Context: an optimization exercise on an open-source flow, tuned for small area, a short achievable clock period and few clock cycles. The choices shown serve that exercise and are no tape-out recipe. Function was checked by simulation only, so behaviour that the tests miss may differ from the original. No activity file was given, so power comes from the tool's default toggle rates.

run A:
// tis80_core
module tis80_core (
    input  wire        clk,
    input  wire        rst,
    output reg         mem_req,
    output reg         mem_we,
    output reg  [15:0] mem_addr,
    output wire [7:0]  mem_wdata,
    input  wire        mem_ready,
    input  wire [7:0]  mem_rdata,
    output reg         step_done,
    output wire [1:0]  step_outcome,
    output wire [16:0] pc_o,
    output wire [7:0]  acc_o,
    output wire [15:0] sp_o,
    output wire [2:0]  flags_o,
    output wire        halted_o,
    output wire        pmode_o,
    output wire        ie_o
);
    localparam OUT_CONTINUE = 2'd0, OUT_HALTED = 2'd1, OUT_OOB = 2'd2, OUT_UNKNOWN = 2'd3;
    localparam S_FETCH = 5'b00000,    
               S_OPER  = 5'b00001,    
               S_ALU   = 5'b00010,    
               S_PSR   = 5'b00011,    
               S_STOP  = 5'b00100,    
               S_STOPU = 5'b00110,    
               S_HANG  = 5'b00101,
               S_AOVF  = 5'b00111,    
               S_RD    = 5'b01000,    
               S_PTRH  = 5'b01001,    
               S_PTRL  = 5'b01010,    
               S_VECH  = 5'b01011,    
               S_VECL  = 5'b01100,    
               S_WR    = 5'b01101,    
               S_WR1   = 5'b01110,    
               S_WR2   = 5'b01111,    
               S_POP   = 5'b10000,    
               S_RIT   = 5'b10001,    
               S_RPCH  = 5'b10010,    
               S_RPCL  = 5'b10011,    
               S_PUSH  = 5'b10100,    
               S_CPCH  = 5'b10101,    
               S_CPCL  = 5'b10110,    
  ...
Size: about 260 flip-flops, ~87 I/O pins, about 0.018 mm2 of cells after synthesis.
Settings: LEC_CHECK=0, ABC_AREA=1, CAP_MARGIN=20, CORE_MARGIN=2, CORE_UTILIZATION=60, PLACE_DENSITY=0.7, SLEW_MARGIN=20, TNS_END_PERCENT=0; clock period 10.0 ns.
standard.sh (not shown) runs the stock make flow with config.mk's settings and CLKGATE_MAP_FILE= SYNTH_SCRIPT=/design/flow/synth_recipe.tcl, a recipe that flattens the netlist after the stock synthesis.
==> flow/flow/run.sh <==
#!/bin/bash
# The standard layout with two changes: the port buffers are buf_2 cells
# rather than the delay buffers buffer_ports picks on its own, and the timing
# repair aims further below the clock period. The make output is kept in
# standard.log; each ORFS step keeps its own log under orfs/logs/.
set -euo pipefail
bash standard.sh "BUFFER_PORTS_ARGS=-buffer_cell sky130_fd_sc_hd__buf_2" \
    SETUP_SLACK_MARGIN=6 finish > standard.log 2>&1
Testbench counts of run A, summed over its fixed seeds: cycles 287,512.
[inputs] run B vs run A
==> flow/run.sh (new file) <==
#!/bin/bash
# synth_recipe.tcl (not shown) runs the flow's synth.tcl, then flattens the netlist and writes it again
# the make line also repeats each setting of config.mk as NAME=value (left out here)
make -C /OpenROAD-flow-scripts/flow DESIGN_CONFIG=/design/flow/config.mk WORK_HOME=/design/flow/orfs CLKGATE_MAP_FILE= SYNTH_SCRIPT=/design/flow/synth_recipe.tcl finish
--- a/flow/config.mk
+++ b/flow/config.mk
@@ -12,0 +13 @@
+export SETUP_SLACK_MARGIN = 5
@@ -14 +14,0 @@
-export TNS_END_PERCENT = 0
removed: flow/flow/run.sh
removed: flow/standard.sh
Notes after the runs:
Sort run A and run B by buffer share of cell area asc -> top: run A
Relative to run A, synthesis-to-finish area growth has decreased by 0.84 points in run B.
Run B — peak per-stage delay on the critical path 0.63 ns lower, run A as reference
The inputs of run C differ from those of run B as listed below.
==> flow/flow/run.sh (new file) <==
#!/bin/bash
# The standard layout with two changes: the port buffers are buf_2 cells
# rather than the delay buffers buffer_ports picks on its own, and the timing
# repair aims further below the clock period. The make output is kept in
# standard.log; each ORFS step keeps its own log under orfs/logs/.
set -euo pipefail
bash standard.sh "BUFFER_PORTS_ARGS=-buffer_cell sky130_fd_sc_hd__buf_2" \
    SETUP_SLACK_MARGIN=6 finish > standard.log 2>&1
==> flow/standard.sh (new file) <==
#!/bin/bash
# synth_recipe.tcl (not shown) runs the flow's synth.tcl, then flattens the netlist and writes it again
# the make line also repeats each setting of config.mk as NAME=value (left out here)
make -C /OpenROAD-flow-scripts/flow DESIGN_CONFIG=/design/flow/config.mk WORK_HOME=/design/flow/orfs CLKGATE_MAP_FILE= SYNTH_SCRIPT=/design/flow/synth_recipe.tcl "${@:-finish}"
--- a/flow/config.mk
+++ b/flow/config.mk
@@ -13 +12,0 @@
-export SETUP_SLACK_MARGIN = 5
removed: flow/run.sh
Findings:
Across run C and run B, none had a timing, DRC or antenna violation. The total count of max-transition violations in the final report was comparable across run C and run B. met5 as the top routing layer in use was reported by run C, and met4 by run B. [compare] base=run B new=run C: placed instance area down 2.2%; total standard cell area after synthesis has remained practically unchanged. Comparing clock share of power for run C and run B, the bigger number came from run B. Taking run B as the reference, in run C cell area after layout +530 um2; wire length on met1 rose by 680 um.

[separate check: timing with driven ports]
Ports are ideal in the flow. The routed layouts listed here were re-timed in OpenROAD. Step 1 assumes that a clkbuf_16 drives the clock port and a buf_2 every other input. Step 2, shift: input delay + t, output delay - t, t = (earliest + latest rising clock arrival at the registers) / 2. This alone moves slack from input paths to output paths. Slacks: ideal / step 1 / step 2; pairs: ideal / step 1.
| run | shift t [ns] | setup WS [ns] | hold WS [ns] | clock arrival spread, ns | cell pins on the clock port's net |
|---|---|---|---|---|---|
| run A | 0.629 | 5.828 / 5.861 / 5.232 | 0.451 / 0.451 / 0.451 | 0.025 / 0.025 | 1 |
| run B | 0.631 | 5.179 / 5.121 / 4.840 | 0.466 / 0.466 / 0.466 | 0.017 / 0.016 | 1 |
| run C | 0.633 | 5.990 / 5.935 / 5.461 | 0.452 / 0.452 / 0.452 | 0.025 / 0.025 | 1 |
After both steps every run listed still meets setup and hold. The setup slack of run A, which loses most, moves by +0.033 ns with the drivers and by -0.596 ns with both steps.
